What follows belongs to an exercise in optimizing a design on an open flow for small area, a short achievable clock period and few clock cycles; a production flow would make more cautious choices.
In this exercise RTL edits were held to simulation tests only and were not proved equivalent to the original.
Power figures rest on the tool's default switching activity, not on a simulated workload.

Setup of before:
==> flow/design.v (excerpt) <==
module sw_link_core (
    input  wire         clk,
    input  wire         rst,             
    input  wire [7:0]   cfg_self_addr,   
    input  wire [7:0]   cfg_peer_addr,   
    input  wire [6:0]   prog_len,        
    output wire [5:0]   prog_addr,       
    input  wire [7:0]   prog_data,       
    output wire         call_valid,
    output wire [3:0]   call_op,
    output wire [3:0]   call_len,
    output wire [111:0] call_data,
    input  wire         call_ready,
    input  wire         resp_ok,
    input  wire [1:0]   resp_mode,
    input  wire [3:0]   resp_len,
    input  wire [111:0] resp_data,
    input  wire         irq_rx,          
    input  wire         host_req,        
    input  wire [23:0]  host_slots,
    output wire [5:0]   err,
    output wire [1:0]   rej_reason,
    output wire [1:0]   lsm_state,
    output wire [5:0]   ord_code,
    output wire         halted
);
    localparam [3:0] OP_ENTER_RX    = 4'd0,
                     OP_TX_NONEMPTY = 4'd1,
                     OP_FLUSH_TX    = 4'd2,
                     OP_SEND        = 4'd3,
                     OP_READ_STATUS = 4'd4,
                     OP_RX_NONEMPTY = 4'd5,
                     OP_FLUSH_RX    = 4'd6,
                     OP_RECEIVE     = 4'd7,
                     OP_SAMPLE      = 4'd8,
                     OP_EMIT        = 4'd9;
    localparam [1:0] M_IDLE = 2'd0, M_RX = 2'd1, M_TX = 2'd2, M_REC = 2'd3;
    localparam [4:0] X_NOP        = 5'b00_000,
                     X_SAMPLE     = 5'b00_010,
                     X_HOSTFWD    = 5'b00_011,
                     X_ORDREQ_ACK = 5'b00_100,
                     X_ENC_VALUE  = 5'b01_000,
                     X_ENC_ORDER  = 5'b01_001,
                     X_DEC_VALUE  = 5'b01_010,
                     X_DEC_ORDER  = 5'b01_011,
                     X_ORD_PACK   = 5'b10_000,
                     X_ORD_TAGCUR = 5'b10_001,
                     X_ORD_UNPACK = 5'b10_010,
                     X_ORD_APPLY  = 5'b10_011,
                     X_LINK_INIT  = 5'b11_000,
  ...
For scale: ~2200 cells after synthesis.
export LEC_CHECK = 0
export ABC_AREA = 1
export CAP_MARGIN = 20
export CORE_MARGIN = 2
export CORE_UTILIZATION = 35
export CTS_CLUSTER_DIAMETER = 150
export CTS_CLUSTER_SIZE = 25
export SETUP_SLACK_MARGIN = 2.6
export SLEW_MARGIN = 20
create_clock -name core_clock -period 5.0 [get_ports {clk}]
standard.sh (not shown) runs the stock make flow with config.mk's settings and CLKGATE_MAP_FILE= SYNTH_SCRIPT=/design/flow/synth_recipe.tcl, a recipe that flattens the netlist after the stock synthesis.
==> flow/flow/run.sh <==
#!/bin/bash
# Standard layout, with the port buffers made of the smallest buffer cell.
set -euo pipefail
export BUFFER_PORTS_ARGS="-buffer_cell sky130_fd_sc_hd__buf_1"
bash standard.sh > standard_flow.log 2>&1
Testbench counts of before, summed over its fixed seeds: cycles 29,868.
What after does differently from before at the input level:
- SETUP_SLACK_MARGIN changed from 2.6 to 2.4
- ~same initial core utilization in after and before
- When after is set beside before, its met3 wire length turns out to be 8.1% smaller.
- Total instance count after detailed placement: after vs before identical
- Comparing the two runs side by side, after comes out behind before on minimum clock period after layout.
- Summary — met2 global-route usage, after relative to before: lower, by 0.48 points.

## orange
Another version of the RTL of sw_link_core (not shown whole).
Size in the first run: ~1900 cells after synthesis, roughly 20000 um^2 of cells after synthesis.
clock: 5.0 ns
lec_check: 0
cap_margin: 20
core_margin: 2
core_utilization: 35
cts_cluster_diameter: 150
cts_cluster_size: 30
setup_slack_margin: 2.4
slew_margin: 20
Scripts as last shown in full above: flow/flow/run.sh
Testbench counts of orange, summed over its fixed seeds: cycles 32,362.
Relative to orange, the following input files were edited for red:
- CTS_CLUSTER_DIAMETER: 150 -> unset
- CTS_CLUSTER_SIZE: 30 -> unset
- SETUP_SLACK_MARGIN: 2.4 -> 2.8
Notes after the runs:
red: met1 wire length higher than orange
Of orange and red, orange shows the lower total routing resource utilization after global routing, with red above it.
Uppermost layer routed: met4 -> red, met5 -> orange
Total power consumption of the routed design, orange and red: lower on orange
In the metrics for orange and red, the one carrying the lower post-route minimum period is red.

== build 97 ==
RTL: one of the versions met above, not the one the previous note started from.
Size: about 2200 cells after synthesis, ~530 flip-flops, about 320 I/O pins, about 20000 µm² of cells after synthesis.
export LEC_CHECK = 0
export ABC_AREA = 1
export CAP_MARGIN = 20
export CORE_MARGIN = 2
export CORE_UTILIZATION = 35
export CTS_CLUSTER_DIAMETER = 150
export CTS_CLUSTER_SIZE = 25
export SETUP_SLACK_MARGIN = 2.7
export SLEW_MARGIN = 20
create_clock -name core_clock -period 5.0 [get_ports {clk}]
Scripts as last shown in full above: flow/flow/run.sh
Build 97 went all the way through the flow, and no timing, DRC or antenna check failed.
Testbench counts of build 97, summed over its fixed seeds: cycles 29,868.
--- input diff build 97..build 94 ---
Settings: ABC_AREA: 1 -> unset; SETUP_SLACK_MARGIN: 2.7 -> 2.4.
Results
Max switching component of the power across build 94 and build 97: build 97. Shortest period the worst path allows in build 94 vs build 97: up 0.30 ns. Global-route wire length before repair (higher): build 97. Relative to build 97, total power consumption of the routed design has decreased by about 2.5% in build 94. Fraction of final layout cells with drive strength greater than 1 in build 94 is 1.1 points above build 97. Relative to build 97, combinational group share of total power has gone down in build 94. Minimum setup slack after placement in build 94 is 0.13 ns above build 97. Between build 94 and build 97, the global-route total usage across every layer does not differ in any meaningful way. Final critical-path share of the clock period: build 94 and build 97 compared, lower one is build 97. On non-clock inverter instance count of the final layout: build 94 sits below build 97.
Changes in build 17 relative to build 94:
Settings: CORE_UTILIZATION changed from 35 to 50; PLACE_DENSITY newly set to 0.75; ABC_AREA newly set to 1.
==> results.txt <==
Cell area after layout, build 17 vs build 94: down by a few percent
The simple logic cell fraction of the synthesized area reported for build 17 is smaller than that of build 94 by 0.66 points.
Comparing build 17 and build 94, portion of the layout cell area used by clock cells is higher on build 17.
Share of the clock period used by the worst path: build 17 vs build 94 — no meaningful difference
Looking at build 17 and build 94, the maximum frequency from static timing analysis is a wash.
Routed wire length: build 17 lower than build 94
Sort build 17 and build 94 by worst voltage drop across the vdd grid, ascending, and build 94 comes first.
From build 17 to build 94, synthesized flop and latch total did not move at all.
Multi-input logic portion of the cell area came out lower on build 17 than on build 94.
Number of ordinary and repair buffers in the finished layout shrinks by a little under 10% when moving from build 94 to build 17.
Setup changes, build 17 to build 45
Settings: a change of SETUP_SLACK_MARGIN from 2.4 to 2.8; a change of CTS_CLUSTER_SIZE from 25 to 20; a change of CORE_UTILIZATION from 50 to 35; a deleted PLACE_DENSITY that had been 0.75.
Notes after the runs:
NOTE: sum of buffers and inverters on the critical path in build 45 falls short of that of build 17
Final worst-path setup slack delta for build 45 relative to build 17: 0.37 ns higher
Sequential portion of the cell area came out lower on build 45 than on build 17.
Changes observed in build 45 relative to build 17: routed wire length has increased, final cell count climbed 287, global-route usage now sits lower.
Delta (build 45 minus build 17): minimum clock period after layout saw a decrease; number of placed instances with taps included saw an increase.

== alpha ==
sw_link_core again, from the RTL that the note above started with.
Settings: LEC_CHECK=0, ABC_AREA=1, CAP_MARGIN=10, CORE_MARGIN=2, CORE_UTILIZATION=35, CTS_CLUSTER_DIAMETER=150, CTS_CLUSTER_SIZE=25, SETUP_SLACK_MARGIN=2.8, SLEW_MARGIN=10; clock period 5.0 ns.
Scripts as last shown in full above: flow/flow/run.sh
Testbench counts of alpha, summed over its fixed seeds: cycles 29,868.
The inputs of beta differ from those of alpha as listed below.
# alpha
export LEC_CHECK = 0
export ABC_AREA = 1
export CAP_MARGIN = 10
export CORE_MARGIN = 2
export CORE_UTILIZATION = 35
export CTS_CLUSTER_DIAMETER = 150
export CTS_CLUSTER_SIZE = 25
export SETUP_SLACK_MARGIN = 2.8
export SLEW_MARGIN = 10
create_clock -name core_clock -period 5.0 [get_ports {clk}]
# beta
export LEC_CHECK = 0
export ABC_AREA = 1
export CAP_MARGIN = 20
export CORE_MARGIN = 2
export CORE_UTILIZATION = 35
export CTS_CLUSTER_DIAMETER = 150
export CTS_CLUSTER_SIZE = 25
export SETUP_SLACK_MARGIN = 3.0
export SLEW_MARGIN = 20
create_clock -name core_clock -period 5.0 [get_ports {clk}]
--- outcome ---
- Worst setup skew after layout of beta is on par with alpha.
- Routed metal-1 wirelength (alpha / beta): 0.929
- Taking alpha as the reference, in beta worst hold margin roughly the same, count of instances resized after the clock tree is built higher, clock network area share lower.
- Worst setup slack (lower): beta
- Of beta and alpha, the run reporting the lower data required time of the critical path was beta.
Relative to beta, the following input files were edited for gamma:
# beta
export LEC_CHECK = 0
export ABC_AREA = 1
export CAP_MARGIN = 20
export CORE_MARGIN = 2
export CORE_UTILIZATION = 35
export CTS_CLUSTER_DIAMETER = 150
export CTS_CLUSTER_SIZE = 25
export SETUP_SLACK_MARGIN = 3.0
export SLEW_MARGIN = 20
create_clock -name core_clock -period 5.0 [get_ports {clk}]
# gamma
export LEC_CHECK = 0
export ABC_AREA = 1
export CAP_MARGIN = 20
export CORE_MARGIN = 2
export CORE_UTILIZATION = 35
export CTS_CLUSTER_DIAMETER = 150
export CTS_CLUSTER_SIZE = 25
export SETUP_SLACK_MARGIN = 2.8
export SLEW_MARGIN = 20
create_clock -name core_clock -period 5.0 [get_ports {clk}]
==> comparison <==
Of gamma and beta, the higher buffer count excluding the clock tree in the final layout belongs to beta.
Looking at signal arrival time at the worst endpoint across gamma and beta, the one that comes out higher is gamma.
As far as number of maximum-capacitance violations goes, gamma and beta are indistinguishable; the numbers are identical.
Cmp gamma and beta / multi-input combinational cell area / lower: gamma

## run 1
sw_link_core with an RTL version that a note above also has.
Size: ~1900 cells after synthesis, about 510 flip-flops, ~320 I/O pins.
==> flow/config.mk <==
export PLATFORM = sky130hd
export DESIGN_NAME = sw_link_core
export DESIGN_NICKNAME = sw_link_core
export VERILOG_FILES = /design/flow/design.v
export SDC_FILE = /design/flow/constraint.sdc
export NUM_CORES = 4
export LEC_CHECK = 0
export CAP_MARGIN = 20
export CORE_MARGIN = 2
export CORE_UTILIZATION = 35
export SETUP_SLACK_MARGIN = 2.4
export SLEW_MARGIN = 20
==> flow/constraint.sdc <==
create_clock -name core_clock -period 5.0 [get_ports {clk}]
set_input_delay 1.0000 -clock core_clock [delete_from_list [all_inputs] [get_ports {clk}]]
set_output_delay 1.0000 -clock core_clock [all_outputs]
set_load 0.01 [all_outputs]
Scripts as last shown in full above: flow/flow/run.sh
Having completed the whole flow, run 1 delivered a layout that passed the timing, DRC and antenna checks.
Testbench counts of run 1, summed over its fixed seeds: cycles 32,362.
The following lists how run 2 was set up differently from run 1:
# run 1
export LEC_CHECK = 0
export CAP_MARGIN = 20
export CORE_MARGIN = 2
export CORE_UTILIZATION = 35
export SETUP_SLACK_MARGIN = 2.4
export SLEW_MARGIN = 20
create_clock -name core_clock -period 5.0 [get_ports {clk}]
# run 2
export LEC_CHECK = 0
export CAP_MARGIN = 20
export CORE_MARGIN = 2
export CORE_UTILIZATION = 35
export SETUP_SLACK_MARGIN = 2.0
export SLEW_MARGIN = 20
create_clock -name core_clock -period 5.0 [get_ports {clk}]
## What came out
No run among run 1 and run 2 stopped early or left any final violation; all are clean.
Run 1 → run 2: share of the clock period used by the worst path after layout increased 6.8 points; setup slack went down; global routing usage on met1 now sits lower; total power density per cell area picked up an extra 2.6%.
Compared to run 1, run 2 has count of clock-buffer cells in the layout about 5.3% lower.

Another version of the RTL of sw_link_core (not shown whole).
For scale: ~2200 cells after synthesis, roughly 540 flip-flops, about 320 I/O pins, ~0.021 mm² of cells after synthesis.
clock: 5.0 ns
lec_check: 0
abc_area: 1
cap_margin: 20
core_margin: 2
core_utilization: 35
cts_cluster_diameter: 150
cts_cluster_size: 20
setup_slack_margin: 2.8
slew_margin: 20
Scripts as last shown in full above: flow/flow/run.sh
The starting point went through all stages and came out clean.
Testbench counts at the start, summed over its fixed seeds: cycles 28,475.
Then changed:
- CTS_CLUSTER_SIZE: 20 -> 25
Result: Combinational power goes up by about 2%. Final cell count goes down by 0.46%. Area after synthesis stays the same. Via count goes down by 0.68%. Flip-flop and latch count is unchanged. Power goes down by 2.6%. Fmax goes up by 0.74%. Setup slack gets better by 0.016 ns.

==> afterwards: timing with drivers on the ports <==
How much do the figures lean on ideal ports? The routed layouts below were timed once more, with nothing changed but the port constraints.
Step 1 sets driving cells, clkbuf_16 on the clock port and buf_2 on the other inputs (assumed; they add their load-dependent delay and slew).
Step 2 moves the port delays by t, midway between the first and last clock arrival at a register: inputs arrive t later, outputs are due t later. That takes back most of the time a late clock gives input paths.
Three values: ideal ports, drivers, drivers and shift; two values: the first two.
| run | t (ns) | setup slack, ns | worst setup path at the end | clock arrival spread, ns |
|---|---|---|---|---|
| before | 0.634 | 2.683 / 2.625 / 2.156 | input to register | 0.021 / 0.022 |
| after | 0.633 | 2.452 / 2.452 / 1.926 | input to register | 0.026 / 0.027 |
| orange | 0.619 | 2.478 / 2.490 / 1.889 | input to register | 0.027 / 0.027 |
| red | 0.653 | 2.540 / 2.562 / 1.909 | input to register | 0.028 / 0.028 |
| build 97 | 0.629 | 2.751 / 2.694 / 2.226 | input to register | 0.016 / 0.017 |
| build 94 | 0.633 | 2.454 / 2.454 / 1.903 | input to register | 0.019 / 0.018 |
| build 17 | 0.625 | 2.457 / 2.457 / 1.975 | input to register | 0.032 / 0.032 |
| build 45 | 0.650 | 2.829 / 2.774 / 2.261 | input to register | 0.040 / 0.040 |
| alpha | 0.626 | 2.831 / 2.779 / 2.293 | input to register | 0.032 / 0.032 |
| beta | 0.631 | 2.796 / 2.738 / 2.231 | input to register | 0.030 / 0.030 |
| gamma | 0.626 | 2.831 / 2.779 / 2.293 | input to register | 0.032 / 0.032 |
| run 1 | 0.652 | 2.480 / 2.457 / 1.898 | input to register | 0.023 / 0.024 |
| run 2 | 0.668 | 2.142 / 2.141 / 1.558 | input to register | 0.033 / 0.034 |
| the first run of note 6 | 0.657 | 2.818 / 2.766 / 2.167 | input to register | 0.038 / 0.039 |
| the second run of note 6 | 0.630 | 2.834 / 2.779 / 2.231 | input to register | 0.024 / 0.024 |
After both steps every run listed still meets setup and hold. The setup slack of the first run of note 6, which loses most, moves by -0.052 ns with the drivers and by -0.651 ns with both steps.
